This design comes from an exercise in tuning for small area, a short achievable clock period and few clock cycles on the open sky130 flow, not from production work.
Function was checked by simulation only, so behaviour that the tests miss may differ from the original.

==> design.v <==
module enigma_core (
    input  wire       clk,
    input  wire       rst,
    input  wire       cfg_we,
    input  wire [2:0] cfg_sel,
    input  wire [4:0] cfg_idx,
    input  wire [4:0] cfg_data,
    input  wire       in_valid,
    input  wire [7:0] in_data,
    output reg        in_ready,
    output wire       out_valid,
    output wire [7:0] out_data,
    input  wire       out_ready
);
    reg [129:0] rw0, rw1, rw2, refl, plg;
    reg [4:0]   nt0, nt1, nt2;
    reg [4:0]   pos0, pos1, pos2;
    function [4:0] mod26;
        input [5:0] s;
        begin
            mod26 = (s >= 6'd26) ? s - 6'd26 : s[4:0];
        end
    endfunction
    function [4:0] sub26;
        input [4:0] a;
        input [4:0] b;
        begin
            sub26 = (a >= b) ? a - b : a + 5'd26 - b;
        end
    endfunction
    function [4:0] mux32;
        input [159:0] a;
        input [4:0]   i;
        reg [79:0] b;
        reg [39:0] c;
        reg [19:0] d;
        reg [9:0]  e;
        integer k;
        begin
            for (k = 0; k < 16; k = k + 1)
                b[5*k +: 5] = i[0] ? a[10*k+5 +: 5] : a[10*k +: 5];
            for (k = 0; k < 8; k = k + 1)
                c[5*k +: 5] = i[1] ? b[10*k+5 +: 5] : b[10*k +: 5];
            for (k = 0; k < 4; k = k + 1)
                d[5*k +: 5] = i[2] ? c[10*k+5 +: 5] : c[10*k +: 5];
            for (k = 0; k < 2; k = k + 1)
                e[5*k +: 5] = i[3] ? d[10*k+5 +: 5] : d[10*k +: 5];
            mux32 = i[4] ? e[9:5] : e[4:0];
        end
    endfunction
    function [4:0] rd;
        input [129:0] t;
        input [4:0]   i;
        begin
            rd = mux32({t[129:120], t[129:120], t[129:120], t}, i);
        end
    endfunction
    function [4:0] rd1;
        input [129:0] t;
        input [4:0]   i;
        begin
            rd1 = mux32({t[129:125], t[129:125], t[124:115], t[129:125], t, t[4:0]}, i);
        end
    endfunction
    function [4:0] inv;
        input [129:0] t;
        input [4:0]   v;
        integer k;
        begin
            inv = 5'd0;
            for (k = 1; k < 26; k = k + 1)
                inv = inv | ({5{t[5*k +: 5] == v}} & k[4:0]);
        end
    endfunction
    reg  stall;
    wire adv = ~stall;
    reg       v0;
    reg [4:0] d0;
    reg       cw;
    reg [2:0] cs;
    reg [4:0] ci, cd;
    always @(posedge clk) begin
        if (rst)
            v0 <= 1'b0;
        else if (adv)
            v0 <= in_valid & in_ready & ~in_data[7] & in_data[6];
        if (adv)
            d0 <= in_data[4:0];
        cw <= cfg_we;
        cs <= cfg_sel;
        ci <= cfg_idx;
        cd <= cfg_data;
    end
    wire [4:0] cd_nt = (cd >= 5'd7) ? cd - 5'd7 : cd + 5'd19;
    genvar g;
    generate
        for (g = 0; g < 26; g = g + 1) begin : tbl
            always @(posedge clk) begin
                if (cw && ci == g) begin
                    case (cs)
                        3'd0: rw0[5*g +: 5]  <= cd;
                        3'd1: rw1[5*g +: 5]  <= cd;
                        3'd2: rw2[5*g +: 5]  <= cd;
                        3'd3: refl[5*g +: 5] <= cd;
                        3'd4: plg[5*g +: 5]  <= cd + 5'd1;
                        default: ;
                    endcase
                end
            end
        end
    endgenerate
    always @(posedge clk) begin
        if (cw && cs == 3'd5) begin
            if (ci == 5'd0) nt0 <= cd_nt;
            if (ci == 5'd1) nt1 <= cd_nt;
            if (ci == 5'd2) nt2 <= cd_nt;
        end
    end
    wire let1 = v0 && d0 != 5'd0 && d0 <= 5'd26;
    wire a0 = (pos0 == nt0);
    wire a1 = (pos1 == nt1);
    wire a2 = (pos2 == nt2);
    always @(posedge clk) begin
        if (rst) begin
            pos0 <= 5'd0;
            pos1 <= 5'd0;
            pos2 <= 5'd0;
        end else begin
            if (let1 && adv) begin
                if (a0 | a1) pos0 <= (pos0 == 5'd25) ? 5'd0 : pos0 + 5'd1;
                if (a1 | a2) pos1 <= (pos1 == 5'd25) ? 5'd0 : pos1 + 5'd1;
                pos2 <= (pos2 == 5'd25) ? 5'd0 : pos2 + 5'd1;
            end
            if (cw && cs == 3'd6) begin
                if (ci == 5'd0) pos0 <= cd;
                if (ci == 5'd1) pos1 <= cd;
                if (ci == 5'd2) pos2 <= cd;
            end
        end
    end
    wire [4:0] x1p = rd1(plg, d0);
    wire [4:0] e2  = mod26({1'b0, x1p} + {1'b0, pos2});
    wire [4:0] f2  = rd(rw2, e2);
    reg       v1;
    reg [4:0] f2r;
    always @(posedge clk) begin
        if (rst)
            v1 <= 1'b0;
        else if (adv)
            v1 <= let1;
        if (adv)
            f2r <= f2;
    end
    wire [4:0] e1 = mod26({1'b0, f2r} + {1'b0, pos1});
    wire [4:0] f1 = rd(rw1, e1);
    wire [4:0] e0 = mod26({1'b0, f1} + {1'b0, pos0});
    reg       v2;
    reg [4:0] e0r, p20, p21;
    always @(posedge clk) begin
        if (rst)
            v2 <= 1'b0;
        else if (adv)
            v2 <= v1;
        if (adv) begin
            e0r <= e0;
            p20 <= pos0;
            p21 <= pos1;
        end
    end
    wire [4:0] j0 = inv(rw0, rd(refl, rd(rw0, e0r)));
    reg       v3;
    reg [4:0] j3, p30, p31;
    always @(posedge clk) begin
        if (rst)
            v3 <= 1'b0;
        else if (adv)
            v3 <= v2;
        if (adv) begin
            j3  <= j0;
            p30 <= p20;
            p31 <= p21;
        end
    end
    wire [4:0] i1 = sub26(inv(rw1, sub26(j3, p30)), p31);
    reg       v4;
    reg [4:0] i1r;
    always @(posedge clk) begin
        if (rst)
            v4 <= 1'b0;
        else if (adv)
            v4 <= v3;
        if (adv) begin
            i1r <= i1;
        end
    end
    reg [4:0] p42;
    always @(posedge clk) begin
        if (rst)
            p42 <= 5'd0;
        else if (cw && cs == 3'd6 && ci == 5'd2)
            p42 <= cd;
        else if (adv && v3)
            p42 <= (p42 == 5'd25) ? 5'd0 : p42 + 5'd1;
    end
    wire [4:0] i2 = sub26(inv(rw2, i1r), p42);
    wire [4:0] o1 = rd(plg, i2);         
    reg       qv0, qv1;
    reg [4:0] q0, q1;
    wire      push = v4 & adv;
    assign out_valid = qv0;
    assign out_data  = {3'b011, q0};
    wire stall_n = out_ready ? (qv1 & push) : (qv0 & (qv1 ^ push));
    always @(posedge clk) begin
        if (qv0) begin
            if (out_ready)
                q0 <= qv1 ? q1 : o1;
        end else begin
            q0 <= o1;
        end
        if (push && (out_ready ? qv1 : qv0))
            q1 <= o1;
    end
    always @(posedge clk) begin
        if (rst) begin
            qv0      <= 1'b0;
            qv1      <= 1'b0;
            stall    <= 1'b0;
            in_ready <= 1'b0;
        end else begin
            qv0      <= out_ready ? (qv1 | push) : (qv0 | push);
            qv1      <= stall_n;
            stall    <= stall_n;
            in_ready <= ~stall_n;
        end
    end
endmodule
==> flow/run.sh <==
#!/bin/bash
# Layout: the standard flow (standard.sh, unchanged synthesis) with these
# settings changed:
#  - the port buffers are buf_2 cells instead of the delay cells that
#    buffer_ports picks by default (same number of buffers, one per port)
#  - repair_timing aims at SETUP_SLACK_MARGIN ns of setup slack, so the
#    resizer keeps working on paths the 30 ns clock leaves slack on
#  - clock tree: larger sink clusters, no dummy loads
# The clock period and constraint.sdc are the design's, unchanged.
set -euo pipefail
bash standard.sh SETUP_SLACK_MARGIN=22.9 \
    "BUFFER_PORTS_ARGS=-buffer_cell sky130_fd_sc_hd__buf_2" \
    "CTS_ARGS=-sink_clustering_enable -repair_clock_nets -sink_clustering_size 32 -sink_clustering_max_diameter 70 -dont_use_dummy_load"  \
    finish > standard_flow.log 2>&1
==> standard.sh <==
#!/bin/bash
# synth_recipe.tcl (not shown) runs the flow's synth.tcl, then flattens the netlist and writes it again
# the make line also repeats each setting of config.mk as NAME=value (left out here)
make -C /OpenROAD-flow-scripts/flow DESIGN_CONFIG=/design/flow/config.mk WORK_HOME=/design/flow/orfs CLKGATE_MAP_FILE= SYNTH_SCRIPT=/design/flow/synth_recipe.tcl "${@:-finish}"
==> config.mk <==
export PLATFORM = sky130hd
export DESIGN_NAME = enigma_core
export DESIGN_NICKNAME = enigma_core
export VERILOG_FILES = /design/flow/design.v
export SDC_FILE = /design/flow/constraint.sdc
export NUM_CORES = 4
export LEC_CHECK = 0
export CAP_MARGIN = 20
export CORE_MARGIN = 2
export CORE_UTILIZATION = 40
export SLEW_MARGIN = 20
==> constraint.sdc <==
create_clock -name core_clock -period 30.0 [get_ports {clk}]
set_input_delay 6.0000 -clock core_clock [delete_from_list [all_inputs] [get_ports {clk}]]
set_output_delay 6.0000 -clock core_clock [all_outputs]
set_load 0.01 [all_outputs]
==> results of run 1 <==
path summary, 6_finish.rpt:
check             slack, ps   start          end  cells past startpoint
hold reg to reg         420  p21[2]       p31[2]                      0
setup reg to reg      23450   d0[1]       f2r[0]                     16
setup / recovery      22850   q0[2]  out_data[2]                      1
hold / removal          420  p21[2]       p31[2]                      0
cell usage after synthesis, drive strengths merged (44+ instances only):
| cell type | n | share of area, % |
|---|---|---|
| inv | 82 | 0.81 |
| nor2 | 205 | 2.0 |
| a21oi | 58 | 0.77 |
| edfxtp | 720 | 57 |
| mux4 | 148 | 8.9 |
| mux2 | 44 | 1.3 |
| nor3 | 44 | 0.58 |
| buf | 46 | 0.85 |
| nand4 | 47 | 0.79 |
| mux2i | 104 | 2.8 |
| o21ai | 66 | 0.87 |
| clkbuf | 95 | 0.94 |
| nand3 | 57 | 0.78 |
| xor2 | 202 | 4.7 |
| ha | 60 | 2.0 |
| xnor2 | 221 | 5.1 |
| nand2 | 148 | 1.5 |
timing repair:
item,in CTS,in global routing
hold buffers,0,0
resized for setup,3,1
setup endpoints to repair,7,6
routing by layer:
metal  GRT usage, %  vias up
li1               -     9970
met1           28.1    11800
met2           33.2      840
met3           2.84      155
met4           6.31        0
met5              0        -
sequential cells by signal, indices dropped and copies added (netlist names), 130 cells and up:
signal	cells
rw1	130
refl	130
plg	130
rw2	130
rw0	130
metrics by stage:
| stage | cell area, µm² | hold WS [ps] | worst slack (ps) |
|---|---|---|---|
| after floorplan | 37800 | 400 | 23100 |
| after global placement | 39400 | 400 | 22860 |
| after detailed placement | 39400 | 405 | 22780 |
| after CTS | 40500 | 419 | 22800 |
| after global routing | 40500 | 422 | 22810 |
| final | 40500 | 421 | 22850 |
cell families after synthesis:
logic type	synth area share [%]
and+or+nand+nor	7.72
muxes	13.0
other	0.0199
adders and majority gates	2.57
AOI/OAI and AO/OA	4.91
DFF	59.4
xor gates and xnor gates	9.81
buffers and inverters	2.61
final cells by class:
cell class,instances,area [µm²],area share [%]
clock buffers,45,1130,2.78
flip-flops and latches,762,22500,55.4
well taps,1254,1570,3.87
repair buffers,82,551,1.36
diodes,1,2.50,0.00617
multi-input cells,1689,14500,35.8
inverters,82,308,0.759
==> impl_summary.txt, run 1 <==
----------------------------------------------------
[Synth]
  Count of warnings emitted by yosys ... 1
  Synthesized cell area ... 37800 µm²
  Synth Flop Type ... sky130_fd_sc_hd__edfxtp_1
  Mapped Avg Cell Area ... 14.2 µm²
  Post-Synthesis Cells ... 2673
  Seq/Total Area, Yosys ... 59.4%
  Count of distinct cell types in the synthesized netlist ... 76
  Number of enable-type register cells in the synthesized netlist ... 720
  Share of synthesized flip-flops with an asynchronous set or reset ... 0%
  FF+latch count, synth ... 762

[STA]
  Highest clock frequency the design can meet ... 0.140 GHz
  Final hold violations ... 0
  Worst-Margin Slew ... 1080 ps
  Clock Skew ... 104 ps
  Total negative setup slack ... 0 ps
  Relative slew slack ... 28.1%
  Count of final max-slew check failures ... 0
  Crit share post-route ... 23.8%
  Setup violators final ... 0
  Time the worst path needs with I/O delays and setup ... 7150 ps
  Unrepaired setup endpoints after global routing ... yes

[Global route]
  Largest net degree at the start of global routing ... 84
  Wire length of the first global-routing pass ... 149000 µm
  Total Routing Usage GR ... 20.3%
  Vias in the first global route ... 22900
  Initial antenna violation count ... 0
  Global-route congestion overflow total ... 0

[Run]
  Max-capacitance violation count ... 0

[Critical path]
  Critical Path Source Type ... flop
  Data required time at the worst endpoint ... 24000 ps
  Data arrival time at the worst-slack endpoint ... 1150 ps
  Critical-path cell with the highest stage delay ... sky130_fd_sc_hd__edfxtp_1
  CP bufs+invs ... 1
  Cell family with most CP delay ... flip-flops
  Type of destination of the critical path ... output pin
  Critical setup path kind ... reg2out
  Max stage delay on crit path ... 380 ps
  Maximum fanout count along the critical path ... 1
  Critical path cell sequence ... buf_2

[Layout]
  Post-route insts no fill ... 3915
  Most frequent standard cell in the layout excluding fill and tap cells ... sky130_fd_sc_hd__edfxtp_1
  Net count of the finished layout ... 2759
  Fraction of the core area covered by cells at the end of the flow ... 43.4%
  Commonest cells after routing, fill and taps aside ... 720 x sky130_fd_sc_hd__edfxtp_1, 218 x sky130_fd_sc_hd__xnor2_1, 205 x sky130_fd_sc_hd__nor2_1, 197 x sky130_fd_sc_hd__xor2_1, 147 x sky130_fd_sc_hd__nand2_1
  Area growth from synthesis to final layout ... 7.20%
  Number of fill cells in the layout ... 8344
  Layout cell share with drive strength beyond 1 ... 13.0%

[Drt]
  Wire length on met2 ... 47800 µm
  Initial drt markers ... 2483
  Routed length on met3 ... 6590 µm
  Number of vias after detailed routing ... 22700
  DRC violation count after routing ... 0
  Antenna Violating Nets Remaining ... 0
  Metal1 wirelength ... 42900 µm
  Top layer reached by signal wires ... met4
  Mean routed wirelength per cell ... 25.6 µm
  Sum of routed wire length over all layers ... 100000 µm
  Vias per inst ... 5.80
  First-pass detailed-route iteration total ... 5

[Placement]
  Count of buffers from port buffering ... 31
  Sum of net half-perimeters after detailed placement ... 67300 µm
  RD Place Congestion ... 0.852
  Post-Place Cells ... 3869

[Worst hold path]
  Tightest Hold Check Type ... reg2reg

[Clock tree]
  CTS tree ... yes
  Maximum number of buffers from clock root to sink ... 3
  Clock latency on the worst-skew pair ... 630 ps
  Clk Tree Root Cell ... sky130_fd_sc_hd__clkbuf_16
  Number of buffers inserted during clock tree synthesis ... 45
  Count of clock tree sinks ... 762
  H-tree depth reported by CTS ... 2
  # Post-CTS Setup Buffers ... 0
  Clock edge transition at the registers on the reported setup and hold paths ... 80 ps

[Floorplan]
  Starting density of the core ... 40.5%
  Rows ... 112
  Area of the core ... 93500 µm²
  Die width ... 312 µm
  Vert. Die Dim ... 312 µm
  Boundary pin count ... 36
  Area of the die ... 97000 µm²

[Status]
  Result of the run ... no timing/DRC/antenna violations

----------------------------------------------------
Testbench counts, summed over its fixed seeds: cycles 8,376.
==> inputs of run 2 (changes only) <==
--- a/flow/run.sh
+++ b/flow/run.sh
@@ -8,2 +8,3 @@
 #  - clock tree: larger sink clusters, no dummy loads
+#  - 60% core utilization (a smaller die, shorter wires)
 # The clock period and constraint.sdc are the design's, unchanged.
@@ -12,3 +13,3 @@
     "BUFFER_PORTS_ARGS=-buffer_cell sky130_fd_sc_hd__buf_2" \
-    "CTS_ARGS=-sink_clustering_enable -repair_clock_nets -sink_clustering_size 32 -sink_clustering_max_diameter 70 -dont_use_dummy_load"  \
+    "CTS_ARGS=-sink_clustering_enable -repair_clock_nets -sink_clustering_size 50 -sink_clustering_max_diameter 60 -dont_use_dummy_load" CORE_UTILIZATION=60 \
     finish > standard_flow.log 2>&1
==> run 2 against run 1 <==
Still clean; flip-flop and latch count is the same; die area shrank 33%; synthesized area is the same; via count shrank 0.96%; critical path type unchanged.
==> impl_summary.txt, run 2 <==
----------------------------------------------------
[Status]
  Result of the run ... no timing/DRC/antenna violations

[Clock tree]
  Clock edge transition at the registers on the reported setup and hold paths ... 80 ps (about the same)
  Maximum number of buffers from clock root to sink ... 3 (unchanged)
  Clock latency on the worst-skew pair ... 630 ps (about the same)
  Post-CTS Hold Buffers ... 0 (unchanged)
  Count of clock tree sinks ... 762 (unchanged)
  H-tree depth reported by CTS ... 2 (unchanged)
  CTS tree ... yes
  Number of buffers inserted during clock tree synthesis ... 47 (+4.4%)
  Clk Tree Root Cell ... sky130_fd_sc_hd__clkbuf_16

[Critical path]
  Critical setup path kind ... reg2out
  Critical path cell sequence ... buf_2
  CP bufs+invs ... 1 (unchanged)
  Data arrival time at the worst-slack endpoint ... 1110 ps (-40 ps)
  Type of destination of the critical path ... output pin
  Critical-path cell with the highest stage delay ... sky130_fd_sc_hd__edfxtp_1
  Cell family with most CP delay ... flip-flops
  Critical Path Source Type ... flop
  Data required time at the worst endpoint ... 24000 ps (about the same)
  Max stage delay on crit path ... 370 ps (about the same)
  Critical path origin ... q0[2]
  R2R Path Start ... d0[1]
  Maximum fanout count along the critical path ... 1 (unchanged)

[Floorplan]
  Die width ... 255 µm (-18%)
  Area of the die ... 65100 µm² (-33%)
  Starting density of the core ... 60.3% (+20 points)
  Vert. Die Dim ... 255 µm (-18%)
  Boundary pin count ... 36 (unchanged)
  Area of the core ... 62700 µm² (-33%)
  Rows ... 92 (-18%)

[Placement]
  Post-Place Cells ... 3456 (-11%)
  RD Place Congestion ... 0.865 (+1.5%)
  Instance area after placement ... 38900 µm² (-1.4%)
  Post-placement setup slack ... 22820 ps (+41.1 ps)
  Count of buffers from port buffering ... 31 (unchanged)
  Sum of net half-perimeters after detailed placement ... 63300 µm (-6.0%)

[Drt]
  Sum of routed wire length over all layers ... 96400 µm (-3.9%)
  Initial drt markers ... 2528 (+1.8%)
  Antenna Violating Nets Remaining ... 0 (unchanged)
  Vias per inst ... 6.42 (+11%)
  Number of vias after detailed routing ... 22500 (-0.96%)
  First-pass detailed-route iteration total ... 6 (+1)
  Mean routed wirelength per cell ... 27.5 µm (+7.4%)
  DRC violation count after routing ... 0 (unchanged)

[STA]
  Relative slew slack ... 25.4% (-2.6 points)
  Highest clock frequency the design can meet ... 0.141 GHz (+0.54%)
  Count of final max-slew check failures ... 0 (unchanged)
  Setup violators final ... 0 (unchanged)
  Total negative setup slack ... 0 ps (unchanged)
  Clock Skew ... 36.3 ps (-67.3 ps)
  Final hold violations ... 0 (unchanged)
  Unrepaired setup endpoints after global routing ... yes
  Crit share post-route ... 23.7% (-0.13 points)
  Time the worst path needs with I/O delays and setup ... 7110 ps (-38.4 ps)
  Worst-Margin Slew ... 1120 ps (+36.5 ps)
  Final worst setup slack ... 22890 ps (+38.4 ps)

[Synth]
  FF+latch count, synth ... 762 (unchanged)
  Commonest cells in the synthesized netlist ... 720 x sky130_fd_sc_hd__edfxtp_1, 221 x sky130_fd_sc_hd__xnor2_1, 205 x sky130_fd_sc_hd__nor2_1
  Share of the synthesized area in the top cell type ... 57.2% (unchanged)
  Post-Synthesis Cells ... 2673 (unchanged)
  Top-count cell post-synth ... sky130_fd_sc_hd__edfxtp_1
  Count of warnings emitted by yosys ... 1 (unchanged)
  Area contributors post-synth ... sky130_fd_sc_hd__edfxtp_1 57%, sky130_fd_sc_hd__mux4_2 8.4%, sky130_fd_sc_hd__xnor2_1 5.1%
  Mapped Avg Cell Area ... 14.2 µm² (unchanged)
  Seq/Total Area, Yosys ... 59.4% (unchanged)
  Count of distinct cell types in the synthesized netlist ... 76 (unchanged)
  Share of synthesized flip-flops with an asynchronous set or reset ... 0% (unchanged)
  Cell type with the highest aggregate area in the netlist ... sky130_fd_sc_hd__edfxtp_1
  Synth Flop Type ... sky130_fd_sc_hd__edfxtp_1
  Synthesized cell area ... 37800 µm² (unchanged)
  Number of enable-type register cells in the synthesized netlist ... 720 (unchanged)

[Layout]
  Area growth from synthesis to final layout ... 5.97%
  Most frequent standard cell in the layout excluding fill and tap cells ... sky130_fd_sc_hd__edfxtp_1
  Commonest cells after routing, fill and taps aside ... 720 x sky130_fd_sc_hd__edfxtp_1, 218 x sky130_fd_sc_hd__xnor2_1, 205 x sky130_fd_sc_hd__nor2_1, 197 x sky130_fd_sc_hd__xor2_1, 148 x sky130_fd_sc_hd__nand2_1
  Number of fill cells in the layout ... 4686 (-44%)
  Fraction of the core area covered by cells at the end of the flow ... 63.9% (+21 points)
  Finished Cell Area ... 40100 µm² (-1.1%)
  Post-route insts no fill ... 3505 (-10%)
  Net count of the finished layout ... 2756 (-0.11%)
  Layout cell share with drive strength beyond 1 ... 12.9% (-0.098 points)

[Run]
  Max-capacitance violation count ... 0 (unchanged)

[Global route]
  Wire length of the first global-routing pass ... 142000 µm (-4.5%)
  Initial antenna violation count ... 3 (+3)
  Total Routing Usage GR ... 30.0% (+9.7 points)
  Global-route congestion overflow total ... 0 (unchanged)
  Vias in the first global route ... 21900 (-4.3%)
  Largest net degree at the start of global routing ... 79 (-6.0%)

[Worst hold path]
  Tightest Hold Check Type ... reg2reg
  Min-delay src ... p21[4]

----------------------------------------------------
run 2: changes by cell type in the layout (fill, tap and decap cells not counted), sizes merged:
cell and delta:
clkbuf +2, buf -5, diode +1
run 2: area by class of cell:
type                       instances  area, µm²  share of cell area [%]
inverter                          82        308                   0.768
timing repair buffer              77        513                    1.28
antenna                            2       5.00                  0.0125
clock buffer                      47       1180                    2.93
tap                              846       1060                    2.64
multi-input combinational       1689      14500                    36.3
sequential                       762      22500                    56.1
run 2: through the flow:
step | hold WS (ps)
after CTS | 419
after global placement | 401
after floorplan | 400
after global routing | 431
final | 417
after detailed placement | 406
run 2: cell families (layout without fill, tap and decap cells):
kind of cell | after synthesis | count (layout) | share of synthesized area, %
multiplexers | 296 | 296 | 13.0
other | 2 | 5 | 0.0199
flip-flops | 762 | 762 | 59.4
XOR/XNOR | 423 | 423 | 9.81
AO/OA/AOI/OAI | 280 | 280 | 4.91
AND/OR/NAND/NOR | 616 | 616 | 7.72
buffers and inverters | 223 | 206 | 2.61
adder cells (fa/ha/maj) | 71 | 71 | 2.57
run 2: timing repair:
item	CTS	global route
buffers inserted	0	0
endpoints found under the setup margin	7	8
resized for setup	2	3
cloned	0	0
run 2: routing by layer:
metal,GRT usage [%],part of all wire [%],vias up
li1,-,-,9970
met1,44.2,43,11500
met2,47.2,46,926
met3,5.15,8.2,123
met4,7.25,2.4,4
met5,0,0.029,-
run 2: worst paths after layout:
kind,to,slack [ps],cells after the start
worst min-delay path,p31[4],420,0
worst max register to register,f2r[3],23410,16
worst min register to register,p31[4],420,0
worst max-delay path,out_data[2],22890,1
==> inputs of run 3 (changes only) <==
--- a/flow/run.sh
+++ b/flow/run.sh
@@ -13,3 +13,3 @@
     "BUFFER_PORTS_ARGS=-buffer_cell sky130_fd_sc_hd__buf_2" \
-    "CTS_ARGS=-sink_clustering_enable -repair_clock_nets -sink_clustering_size 50 -sink_clustering_max_diameter 60 -dont_use_dummy_load" CORE_UTILIZATION=60 \
+    "CTS_ARGS=-sink_clustering_enable -repair_clock_nets -sink_clustering_size 24 -sink_clustering_max_diameter 100 -dont_use_dummy_load" CORE_UTILIZATION=60 \
     finish > standard_flow.log 2>&1
==> run 3 against run 2 <==
Critical endpoint unchanged; flip-flop and latch count unchanged; sequential share of layout area rose by 0.32 points; register-to-register slack improved by 40 ps; non-clock buffer count stayed put; count of clock-buffer cells in the layout is 9 lower; core utilization decreased by 0.36 points; via count rose by 0.11%; final area is 0.57% lower; critical path depth is the same; still clean on timing, DRC and antenna; global-route usage down 0.069 points; die area stayed put; hold slack got worse by 7.3 ps; highest routed layer unchanged; critical path type unchanged.
==> impl_summary.txt, run 3 <==
----------------------------------------------------
[Clock tree]
  Maximum number of buffers from clock root to sink ... 3 (unchanged)
  Number of buffers inserted during clock tree synthesis ... 38 (-19%)
  H-tree depth reported by CTS ... 2 (unchanged)
  Post-CTS Hold Buffers ... 0 (unchanged)
  Clock latency on the worst-skew pair ... 610 ps (-20 ps)
  Count of clock tree sinks ... 762 (unchanged)
  CTS tree ... yes
  Clk Tree Root Cell ... sky130_fd_sc_hd__clkbuf_16
  Clock edge transition at the registers on the reported setup and hold paths ... 100 ps (+20 ps)

[Status]
  Result of the run ... no timing/DRC/antenna violations

[STA]
  Setup violators final ... 0 (unchanged)
  Count of final max-slew check failures ... 0 (unchanged)
  Final hold violations ... 0 (unchanged)
  Relative slew slack ... 23.3% (-2.2 points)
  Highest clock frequency the design can meet ... 0.140 GHz (-0.19%)
  Total negative setup slack ... 0 ps (unchanged)
  Worst-Margin Slew ... 1150 ps (+32.8 ps)
  Clock Skew ... 50.6 ps (+14.3 ps)
  Final worst setup slack ... 22870 ps (-13.3 ps)
  Crit share post-route ... 23.8% (+0.044 points)
  Time the worst path needs with I/O delays and setup ... 7130 ps (+13.3 ps)
  Unrepaired setup endpoints after global routing ... yes

[Critical path]
  Critical path cell sequence ... buf_2
  Critical Path Source Type ... flop
  Data arrival time at the worst-slack endpoint ... 1130 ps (+20 ps)
  Data required time at the worst endpoint ... 24000 ps (about the same)
  Cell family with most CP delay ... flip-flops
  Critical-path cell with the highest stage delay ... sky130_fd_sc_hd__edfxtp_1
  Max stage delay on crit path ... 390 ps (+20 ps)
  CP bufs+invs ... 1 (unchanged)
  Type of destination of the critical path ... output pin
  Critical setup path kind ... reg2out
  Maximum fanout count along the critical path ... 1 (unchanged)

[Global route]
  Largest net degree at the start of global routing ... 79 (unchanged)
  Total Routing Usage GR ... 29.9% (-0.069 points)
  Global-route congestion overflow total ... 0 (unchanged)
  Wire length of the first global-routing pass ... 142000 µm (-0.17%)
  Vias in the first global route ... 21800 (-0.32%)
  Initial antenna violation count ... 3 (unchanged)

[Drt]
  Initial drt markers ... 2493 (-1.4%)
  Mean routed wirelength per cell ... 27.6 µm (+0.26%)
  Sum of routed wire length over all layers ... 96500 µm (about the same)
  Antenna Violating Nets Remaining ... 0 (unchanged)
  First-pass detailed-route iteration total ... 6 (unchanged)
  Number of vias after detailed routing ... 22500 (+0.11%)
  DRC violation count after routing ... 0 (unchanged)
  Vias per inst ... 6.44 (+0.31%)

[Layout]
  Area growth from synthesis to final layout ... 5.37%
  Net count of the finished layout ... 2747 (-0.33%)
  Most frequent standard cell in the layout excluding fill and tap cells ... sky130_fd_sc_hd__edfxtp_1
  Commonest cells after routing, fill and taps aside ... 720 x sky130_fd_sc_hd__edfxtp_1, 218 x sky130_fd_sc_hd__xnor2_1, 205 x sky130_fd_sc_hd__nor2_1, 197 x sky130_fd_sc_hd__xor2_1, 148 x sky130_fd_sc_hd__nand2_1
  Layout cell share with drive strength beyond 1 ... 12.6% (-0.33 points)

[Synth]
  Post-Synthesis Cells ... 2673 (unchanged)
  Number of enable-type register cells in the synthesized netlist ... 720 (unchanged)
  Share of synthesized flip-flops with an asynchronous set or reset ... 0% (unchanged)
  Count of warnings emitted by yosys ... 1 (unchanged)
  Top-count cell post-synth ... sky130_fd_sc_hd__edfxtp_1
  Seq/Total Area, Yosys ... 59.4% (unchanged)
  Synth Flop Type ... sky130_fd_sc_hd__edfxtp_1
  Cell type with the highest aggregate area in the netlist ... sky130_fd_sc_hd__edfxtp_1
  Share of the synthesized area in the top cell type ... 57.2% (unchanged)
  Count of distinct cell types in the synthesized netlist ... 76 (unchanged)
  Synthesized cell area ... 37800 µm² (unchanged)
  FF+latch count, synth ... 762 (unchanged)
  Commonest cells in the synthesized netlist ... 720 x sky130_fd_sc_hd__edfxtp_1, 221 x sky130_fd_sc_hd__xnor2_1, 205 x sky130_fd_sc_hd__nor2_1
  Area contributors post-synth ... sky130_fd_sc_hd__edfxtp_1 57%, sky130_fd_sc_hd__mux4_2 8.4%, sky130_fd_sc_hd__xnor2_1 5.1%
  Mapped Avg Cell Area ... 14.2 µm² (unchanged)

[Floorplan]
  Area of the die ... 65100 µm² (unchanged)
  Area of the core ... 62700 µm² (unchanged)
  Die width ... 255 µm (unchanged)
  Vert. Die Dim ... 255 µm (unchanged)
  Starting density of the core ... 60.3% (unchanged)
  Boundary pin count ... 36 (unchanged)
  Rows ... 92 (unchanged)

[Placement]
  Post-placement setup slack ... 22820 ps (unchanged)
  Sum of net half-perimeters after detailed placement ... 63300 µm (unchanged)
  RD Place Congestion ... 0.865 (unchanged)
  Count of buffers from port buffering ... 31 (unchanged)

[Run]
  Max-capacitance violation count ... 0 (unchanged)

[Worst hold path]
  Tightest Hold Check Type ... reg2reg

----------------------------------------------------
-- run 3: final cells by class --
type,instances,area (µm²)
fillers,4706,22900
flip-flops and latches,762,22500
multi-input cells,1689,14500
well taps,846,1060
clock buffers,38,951
repair buffers,77,507
inverters,82,308
diodes,4,10.0
-- run 3: final timing paths --
path | from | end | slack (ps) | cells after the start
setup / recovery | q0[2] | out_data[2] | 22870 | 1
hold / removal | p21[3] | p31[3] | 410 | 0
setup reg to reg | d0[1] | f2r[3] | 23450 | 16
hold reg to reg | p21[3] | p31[3] | 410 | 0
-- run 3: kinds of logic after synthesis --
group | share of synthesized area, %
flip-flops | 59.4
XOR/XNOR | 9.81
AO/OA/AOI/OAI | 4.91
buffers and inverters | 2.61
multiplexers | 13.0
AND/OR/NAND/NOR | 7.72
adder cells (fa/ha/maj) | 2.57
other | 0.0199
-- run 3: repair_timing --
item / CTS / global route
endpoints found under the setup margin: 6 / 7
pin swaps: 0 / 0
buffers inserted: 0 / 0
resized for setup: 1 / 2
-- run 3: per-layer routing --
layer  GRT usage, %  wire [µm]  vias to the layer above
met5              0         23                        -
met4           7.35       2300                        4
li1               -          -                     9955
met1           44.2      41200                    11600
met3           4.92       8260                      117
met2           47.0      44700                      904
-- run 3: stage by stage --
step | instances | area (µm²) | util, % | hold slack [ps]
floorplan | 2674 | 37800 | - | 400
global placement | 3456 | 38900 | 61.9 | 401
detailed placement | 3456 | 38900 | 61.9 | 406
CTS | 3494 | 39800 | 63.4 | 404
global route | 3494 | 39800 | 63.5 | 418
finish | 3498 | 39900 | 63.5 | 410
==> inputs of run 4 (changes only) <==
--- a/design.v
+++ b/design.v
@@ -27,3 +27,3 @@
         begin
-            sub26 = (a >= b) ? a - b : a + 5'd26 - b;
+            sub26 = (a >= b) ? a - b : a - b - 5'd6;
         end
==> run 4 against run 3 <==
Still clean; register-to-register slack gained 60 ps; final area shrank 1.2%; routed wire length shrank 0.29%; sequential share of layout area grew 0.69 points; synthesized cell count shrank 1.7%; core utilization grew 0.28 points; fmax is essentially flat; largest cell class unchanged.
==> impl_summary.txt, run 4 <==
----------------------------------------------------
[Critical path]
  Worst reg-to-reg path cell count ... 16 (unchanged)
  Max stage delay on crit path ... 380 ps (about the same)
  CP Capture Point ... out_data[3]
  Critical path origin ... q0[3]
  Endpoint of the most critical register-to-register path ... f2r[2]
  Data required time at the worst endpoint ... 24000 ps (about the same)
  Maximum fanout count along the critical path ... 1 (unchanged)
  Data arrival time at the worst-slack endpoint ... 1120 ps (about the same)
  Critical Path Source Type ... flop
  Number of cells on the critical path ... 1 (unchanged)
  Critical setup path kind ... reg2out
  Cell family with most CP delay ... flip-flops
  Critical path cell sequence ... buf_2
  Critical-path cell with the highest stage delay ... sky130_fd_sc_hd__edfxtp_1
  Worst setup slack for register-to-register paths ... 23510 ps (+60 ps)
  Type of destination of the critical path ... output pin
  R2R Path Start ... d0[1]
  CP bufs+invs ... 1 (unchanged)

[Drt]
  Antenna Violating Nets Remaining ... 0 (unchanged)
  Number of vias after detailed routing ... 22100 (-1.7%)
  First-pass detailed-route iteration total ... 5 (-1)
  Vias per inst ... 6.43 (-0.10%)
  Mean routed wirelength per cell ... 28.0 µm (+1.4%)
  DRC violation count after routing ... 0 (unchanged)
  Sum of routed wire length over all layers ... 96200 µm (-0.29%)
  Initial drt markers ... 2299 (-7.8%)

[Synth]
  Combinational family with the most area after synthesis ... multiplexers
  Count of distinct cell types in the synthesized netlist ... 87 (+14%)
  Number of enable-type register cells in the synthesized netlist ... 720 (unchanged)
  Cell type with the highest aggregate area in the netlist ... sky130_fd_sc_hd__edfxtp_1
  Mux share of post-synthesis cell area ... 13.0% (+0.020 points)
  Seq/Total Area, Yosys ... 60.0% (+0.64 points)
  Synthesized-area fraction occupied by xor and xnor cells ... 9.99% (+0.18 points)
  Synthesized cell area ... 37400 µm² (-1.1%)
  Share of synthesized flip-flops with an asynchronous set or reset ... 0% (unchanged)
  Post-Synthesis Cells ... 2627 (-1.7%)
  Mapped Avg Cell Area ... 14.2 µm² (+0.66%)
  Commonest cells in the synthesized netlist ... 720 x sky130_fd_sc_hd__edfxtp_1, 231 x sky130_fd_sc_hd__xnor2_1, 194 x sky130_fd_sc_hd__xor2_1
  Share of synthesized cell area in and, or, nand and nor gates ... 7.67% (-0.047 points)
  Count of warnings emitted by yosys ... 1 (unchanged)
  Share of the synthesized area in the top cell type ... 57.8% (+0.62 points)
  Share of the synthesized area in compound gates (AO/OA/AOI/OAI) ... 5.02% (+0.11 points)
  Area contributors post-synth ... sky130_fd_sc_hd__edfxtp_1 58%, sky130_fd_sc_hd__mux4_2 8.2%, sky130_fd_sc_hd__xnor2_1 5.4%
  Synth Flop Type ... sky130_fd_sc_hd__edfxtp_1
  FF+latch count, synth ... 762 (unchanged)
  Adder-cell share of the synthesized area ... 1.89% (-0.67 points)
  Top-count cell post-synth ... sky130_fd_sc_hd__edfxtp_1

[Layout]
  Net count of the finished layout ... 2685 (-2.3%)
  Area growth from synthesis to final layout ... 5.23%
  Post-route insts no fill ... 3441 (-1.6%)
  Commonest cells after routing, fill and taps aside ... 720 x sky130_fd_sc_hd__edfxtp_1, 223 x sky130_fd_sc_hd__xnor2_1, 192 x sky130_fd_sc_hd__xor2_1, 181 x sky130_fd_sc_hd__nor2_1, 158 x sky130_fd_sc_hd__nand2_1
  Layout cell share with drive strength beyond 1 ... 12.8% (+0.21 points)
  Most frequent standard cell in the layout excluding fill and tap cells ... sky130_fd_sc_hd__edfxtp_1
  Number of diodes ... 0 (-4)

[Status]
  Result of the run ... no timing/DRC/antenna violations

[STA]
  Setup violators final ... 0 (unchanged)
  Total negative setup slack ... 0 ps (unchanged)
  Worst-Margin Slew ... 1130 ps (-13.0 ps)
  Count of final max-slew check failures ... 0 (unchanged)
  Highest clock frequency the design can meet ... 0.140 GHz (about the same)
  Unrepaired setup endpoints after global routing ... yes
  Relative slew slack ... 24.3% (+1.1 points)
  Final hold violations ... 0 (unchanged)
  Crit share post-route ... 23.7% (about the same)
  Time the worst path needs with I/O delays and setup ... 7120 ps (-5.80 ps)
  Clock Skew ... 31.4 ps (-19.2 ps)

[Floorplan]
  Rows ... 91 (-1.1%)
  Die width ... 254 µm (-0.53%)
  Boundary pin count ... 36 (unchanged)
  Area of the core ... 61700 µm² (-1.6%)
  Vert. Die Dim ... 254 µm (-0.53%)
  Starting density of the core ... 60.6% (+0.35 points)
  Area of the die ... 64400 µm² (-1.1%)

[Global route]
  GR met2 Demand/Resource ... 48.9% (+1.9 points)
  Initial antenna violation count ... 2 (-1)
  Wire length of the first global-routing pass ... 142000 µm (+0.20%)
  Global-route congestion overflow total ... 0 (unchanged)
  Most Used Layer, Global Route ... met2
  Global routing usage on met1 ... 42.7% (-1.5 points)
  Largest net degree at the start of global routing ... 79 (unchanged)
  Vias in the first global route ... 21800 (-0.060%)
  Total Routing Usage GR ... 30.3% (+0.33 points)
  Met3 track demand over resource in global routing ... 4.98% (+0.056 points)

[Placement]
  RD Place Congestion ... 0.899 (+4.0%)
  Post-Place Cells ... 3404 (-1.5%)
  Count of buffers from port buffering ... 31 (unchanged)
  Sum of net half-perimeters after detailed placement ... 63400 µm (+0.23%)

[Clock tree]
  CTS tree ... yes
  Clock latency on the worst-skew pair ... 600 ps (about the same)
  Clk Tree Root Cell ... sky130_fd_sc_hd__clkbuf_16
  Number of buffers inserted during clock tree synthesis ... 37 (-2.6%)
  Maximum number of buffers from clock root to sink ... 3 (unchanged)
  Count of clock tree sinks ... 762 (unchanged)
  # Post-CTS Setup Buffers ... 0 (unchanged)
  H-tree depth reported by CTS ... 2 (unchanged)
  Clock edge transition at the registers on the reported setup and hold paths ... 90 ps (about the same)

[Run]
  Max-capacitance violation count ... 0 (unchanged)

[Worst hold path]
  Tightest Hold Check Type ... reg2reg

----------------------------------------------------
## run 4: cell types whose count changed after synthesis, sizes merged, moves of 17 or more
cell,change
nor2,-23
nand3,+21
mux2i,+17
nor3,+25
inv,-27
nand4,-19
## run 4: worst min path at each step
stage / from / end / slack (ps) / depth (start not counted)
2_1_floorplan: p20[0] / p30[0] / 400 / 0
3_3_place_gp: p20[0] / p30[0] / 400 / 0
3_5_place_dp: p20[2] / p30[2] / 410 / 0
4_1_cts: p21[1] / p31[1] / 430 / 0
5_1_grt: p20[4] / p30[4] / 440 / 0
6_report: p20[4] / p30[4] / 430 / 0
## run 4: kinds of logic after synthesis
logic type / count (synthesis)
and+or+nand+nor: 614
AOI/OAI and AO/OA: 274
adders and majority gates: 53
other: 2
buffers and inverters: 193
DFF: 762
xor gates and xnor gates: 426
muxes: 303
## run 4: per-layer routing
metal | vias up | part of all wire [%]
met1 | 11400 | 42
met3 | 120 | 7.2
met4 | 0 | 3.0
li1 | 9803 | -
met5 | - | 0
met2 | 842 | 48
## run 4: what timing repair did
item,4_1_cts,5_1_grt
setup endpoints to repair,7,7
hold buffers,0,0
pin swaps,0,0
gates resized for setup,2,2
## run 4: area by class of cell
cell class / instances / area (µm²)
Tap cell: 837 / 1050
Multi-Input combinational cell: 1673 / 14200
Inverter: 56 / 210
Fill cell: 4570 / 22300
Timing Repair Buffer: 76 / 505
Clock buffer: 37 / 926
Sequential cell: 762 / 22500
## run 4: worst reg2reg max path: cells and delay by family (launching register included)
family                     cells  cell delay [ps]
buffers and inverters          2             1060
DFF                            1              330
muxes                          5             2380
adders and majority gates      2              660
xor gates and xnor gates       2              290
AOI/OAI and AO/OA              5             1450
## run 4: through the flow
stage | utilization [%] | setup slack [ps] | hold WS (ps) | instance area (µm²)
after detailed placement | 62.2 | 22750 | 406 | 38400
after CTS | 63.7 | 22860 | 432 | 39300
after floorplan | - | 23100 | 400 | 37400
final | 63.8 | 22880 | 431 | 39400
after global placement | 62.2 | 22810 | 404 | 38400
after global routing | 63.8 | 22830 | 437 | 39400
Testbench counts of run 4, summed over its fixed seeds: cycles 8,376.
==> inputs of run 5 (changes only) <==
--- a/flow/run.sh
+++ b/flow/run.sh
@@ -7,3 +7,3 @@
 #    resizer keeps working on paths the 30 ns clock leaves slack on
-#  - clock tree: larger sink clusters, no dummy loads
+#  - clock tree: clkbuf_8 sink buffers, no dummy loads
 #  - 60% core utilization (a smaller die, shorter wires)
@@ -13,3 +13,3 @@
     "BUFFER_PORTS_ARGS=-buffer_cell sky130_fd_sc_hd__buf_2" \
-    "CTS_ARGS=-sink_clustering_enable -repair_clock_nets -sink_clustering_size 24 -sink_clustering_max_diameter 100 -dont_use_dummy_load" CORE_UTILIZATION=60 \
+    "CTS_ARGS=-sink_clustering_enable -repair_clock_nets -sink_clustering_size 16 -sink_clustering_max_diameter 60 -sink_clustering_buffer sky130_fd_sc_hd__clkbuf_8 -dont_use_dummy_load" CORE_UTILIZATION=60 \
     finish > standard_flow.log 2>&1
==> run 5 against run 4 <==
Fmax shrank 0.17%; flip-flop and latch count is the same; setup slack lost 12 ps; synthesized area is the same; critical endpoint unchanged.
==> impl_summary.txt, run 5 <==
----------------------------------------------------
[Global route]
  Largest net degree at the start of global routing ... 79 (unchanged)
  Initial antenna violation count ... 2 (unchanged)
  Total Routing Usage GR ... 30.3% (+0.075 points)
  Vias in the first global route ... 21900 (+0.51%)
  Wire length of the first global-routing pass ... 142000 µm (+0.22%)
  Global-route congestion overflow total ... 0 (unchanged)

[STA]
  Count of final max-slew check failures ... 0 (unchanged)
  Setup violators final ... 0 (unchanged)
  Relative slew slack ... 25.3% (+0.92 points)
  Final hold violations ... 0 (unchanged)
  Final worst setup slack ... 22870 ps (-12.1 ps)
  Highest clock frequency the design can meet ... 0.140 GHz (-0.17%)
  Fin Hold WS ... 424 ps (-6.72 ps)
  Time the worst path needs with I/O delays and setup ... 7130 ps (+12.1 ps)
  Total negative setup slack ... 0 ps (unchanged)
  Crit share post-route ... 23.8% (+0.040 points)
  Worst-Margin Slew ... 1120 ps (-13.7 ps)
  Unrepaired setup endpoints after global routing ... yes
  Clock Skew ... 58.4 ps (+27.0 ps)

[Drt]
  Vias per inst ... 6.39 (-0.74%)
  Initial drt markers ... 2200 (-4.3%)
  Antenna Violating Nets Remaining ... 0 (unchanged)
  First-pass detailed-route iteration total ... 6 (+1)
  Number of vias after detailed routing ... 22100 (-0.16%)
  Mean routed wirelength per cell ... 27.8 µm (-0.45%)
  DRC violation count after routing ... 0 (unchanged)
  Sum of routed wire length over all layers ... 96300 µm (+0.12%)

[Synth]
  Post-Synthesis Cells ... 2627 (unchanged)
  Commonest cells in the synthesized netlist ... 720 x sky130_fd_sc_hd__edfxtp_1, 231 x sky130_fd_sc_hd__xnor2_1, 194 x sky130_fd_sc_hd__xor2_1
  Area contributors post-synth ... sky130_fd_sc_hd__edfxtp_1 58%, sky130_fd_sc_hd__mux4_2 8.2%, sky130_fd_sc_hd__xnor2_1 5.4%
  Mapped Avg Cell Area ... 14.2 µm² (unchanged)
  Share of the synthesized area in the top cell type ... 57.8% (unchanged)
  Top-count cell post-synth ... sky130_fd_sc_hd__edfxtp_1
  Count of warnings emitted by yosys ... 1 (unchanged)
  Synthesized cell area ... 37400 µm² (unchanged)
  Share of synthesized flip-flops with an asynchronous set or reset ... 0% (unchanged)
  Count of distinct cell types in the synthesized netlist ... 87 (unchanged)
  Cell type with the highest aggregate area in the netlist ... sky130_fd_sc_hd__edfxtp_1
  Seq/Total Area, Yosys ... 60.0% (unchanged)
  FF+latch count, synth ... 762 (unchanged)
  Number of enable-type register cells in the synthesized netlist ... 720 (unchanged)
  Synth Flop Type ... sky130_fd_sc_hd__edfxtp_1

[Critical path]
  Maximum fanout count along the critical path ... 1 (unchanged)
  Critical Path Source Type ... flop
  Critical path cell sequence ... buf_2
  Max stage delay on crit path ... 390 ps (about the same)
  Critical-path cell with the highest stage delay ... sky130_fd_sc_hd__edfxtp_1
  CP bufs+invs ... 1 (unchanged)
  Critical setup path kind ... reg2out
  Type of destination of the critical path ... output pin
  Data required time at the worst endpoint ... 24000 ps (about the same)
  Cell family with most CP delay ... flip-flops
  Data arrival time at the worst-slack endpoint ... 1130 ps (about the same)

[Floorplan]
  Area of the die ... 64400 µm² (unchanged)
  Vert. Die Dim ... 254 µm (unchanged)
  Area of the core ... 61700 µm² (unchanged)
  Die width ... 254 µm (unchanged)
  Starting density of the core ... 60.6% (unchanged)
  Boundary pin count ... 36 (unchanged)
  Rows ... 91 (unchanged)

[Layout]
  Commonest cells after routing, fill and taps aside ... 720 x sky130_fd_sc_hd__edfxtp_1, 223 x sky130_fd_sc_hd__xnor2_1, 192 x sky130_fd_sc_hd__xor2_1, 181 x sky130_fd_sc_hd__nor2_1, 158 x sky130_fd_sc_hd__nand2_1
  Number of diodes ... 0 (unchanged)
  Layout cell share with drive strength beyond 1 ... 13.4% (+0.63 points)
  Area growth from synthesis to final layout ... 4.97%
  Finished Cell Area ... 39300 µm² (-0.25%)
  Net count of the finished layout ... 2705 (+0.74%)
  Most frequent standard cell in the layout excluding fill and tap cells ... sky130_fd_sc_hd__edfxtp_1

[Placement]
  Instance area after placement ... 38400 µm² (unchanged)
  RD Place Congestion ... 0.899 (unchanged)
  Post-placement setup slack ... 22750 ps (unchanged)
  Count of buffers from port buffering ... 31 (unchanged)
  Sum of net half-perimeters after detailed placement ... 63400 µm (unchanged)

[Clock tree]
  H-tree depth reported by CTS ... 2 (unchanged)
  Clk Tree Root Cell ... sky130_fd_sc_hd__clkbuf_16
  Number of buffers inserted during clock tree synthesis ... 57 (+54%)
  Count of clock tree sinks ... 762 (unchanged)
  CTS tree ... yes
  Clock edge transition at the registers on the reported setup and hold paths ... 100 ps (about the same)
  Post-CTS Hold Buffers ... 0 (unchanged)
  Clock latency on the worst-skew pair ... 620 ps (+20 ps)
  Maximum number of buffers from clock root to sink ... 3 (unchanged)
  # Post-CTS Setup Buffers ... 0 (unchanged)

[Status]
  Result of the run ... no timing/DRC/antenna violations

[Run]
  Max-capacitance violation count ... 0 (unchanged)

[Worst hold path]
  Tightest Hold Check Type ... reg2reg

----------------------------------------------------
==> run 5: final timing paths <==
path | from | endpoint | slack (ps) | depth (start not counted)
worst max-delay path | q0[3] | out_data[3] | 22870 | 1
worst max register to register | e0r[3] | j3[2] | 23510 | 13
worst min register to register | p20[2] | p30[2] | 420 | 0
worst min-delay path | p20[2] | p30[2] | 420 | 0
==> run 5: cells by family (layout without fill, tap and decap cells) <==
kind of cell / Yosys count / in the layout / share of synthesized area, %
compound gates: 274 / 274 / 5.02
xor+xnor: 426 / 426 / 9.99
fa+ha+maj: 53 / 53 / 1.89
buf+inv: 193 / 189 / 2.38
flops: 762 / 762 / 60.0
mux: 303 / 303 / 13.0
other cells: 2 / 3 / 0.0201
simple gates: 614 / 614 / 7.67
==> run 5: per-layer routing <==
| metal | routed length, µm | part of all wire [%] | global-route usage, % |
|---|---|---|---|
| met1 | 40300 | 42 | 42.5 |
| met2 | 45000 | 47 | 48.2 |
| met3 | 7470 | 7.8 | 5.68 |
| met4 | 3500 | 3.6 | 10.6 |
| met5 | 23 | 0.024 | 0 |
==> run 5: layout make-up <==
class	instances	area [µm²]
fillers	4610	22400
well taps	837	1050
clock buffers	57	841
repair buffers	76	493
multi-input cells	1673	14200
flip-flops and latches	762	22500
inverters	56	210
==> run 5: what timing repair did <==
| action | 4_1_cts | 5_1_grt |
|---|---|---|
| endpoints found under the setup margin | 6 | 5 |
| pin swaps | 0 | 0 |
| gates resized for setup | 1 | 0 |
| cloned | 0 | 0 |
| hold endpoints to repair | 0 | 0 |
==> run 5: metrics by stage <==
| stage | instances | util [%] |
|---|---|---|
| 6_report | 3461 | 63.6 |
| 5_1_grt | 3461 | 63.6 |
| 4_1_cts | 3461 | 63.6 |
| 3_5_place_dp | 3404 | 62.2 |
| 3_3_place_gp | 3404 | 62.2 |
| 2_1_floorplan | 2628 | - |

## port drivers added, routing unchanged
The results above use ideal ports. As a check the final layouts listed here were re-extracted and re-timed, cells and wires unchanged. Step 1 assumes that a clkbuf_16 drives the clock port and a buf_2 every other input. Step 2 moves the port delays by t, midway between the first and last clock arrival at a register: inputs arrive t later, outputs are due t later. That takes back most of the time a late clock gives input paths. Slacks: ideal / step 1 / step 2; pairs: ideal / step 1.
run	shift t [ns]	setup slack, ns	worst setup path after step 2	slew at the worst register clock pin (ns)	pins driven straight from the clock port
run 1	0.658	22.850 / 22.778 / 22.804	input to register	0.12 / 0.12	1
run 2	0.677	22.888 / 22.819 / 22.824	input to register	0.10 / 0.10	1
run 3	0.647	22.875 / 22.811 / 22.858	input to register	0.10 / 0.10	1
run 4	0.643	22.881 / 22.817 / 22.724	input to register	0.11 / 0.11	1
run 5	0.657	22.868 / 22.805 / 22.698	input to register	0.11 / 0.11	1
After both steps setup and hold are still met in every run listed. The setup slack of run 5, which loses most, moves by -0.063 ns with the drivers and by -0.170 ns with both steps.
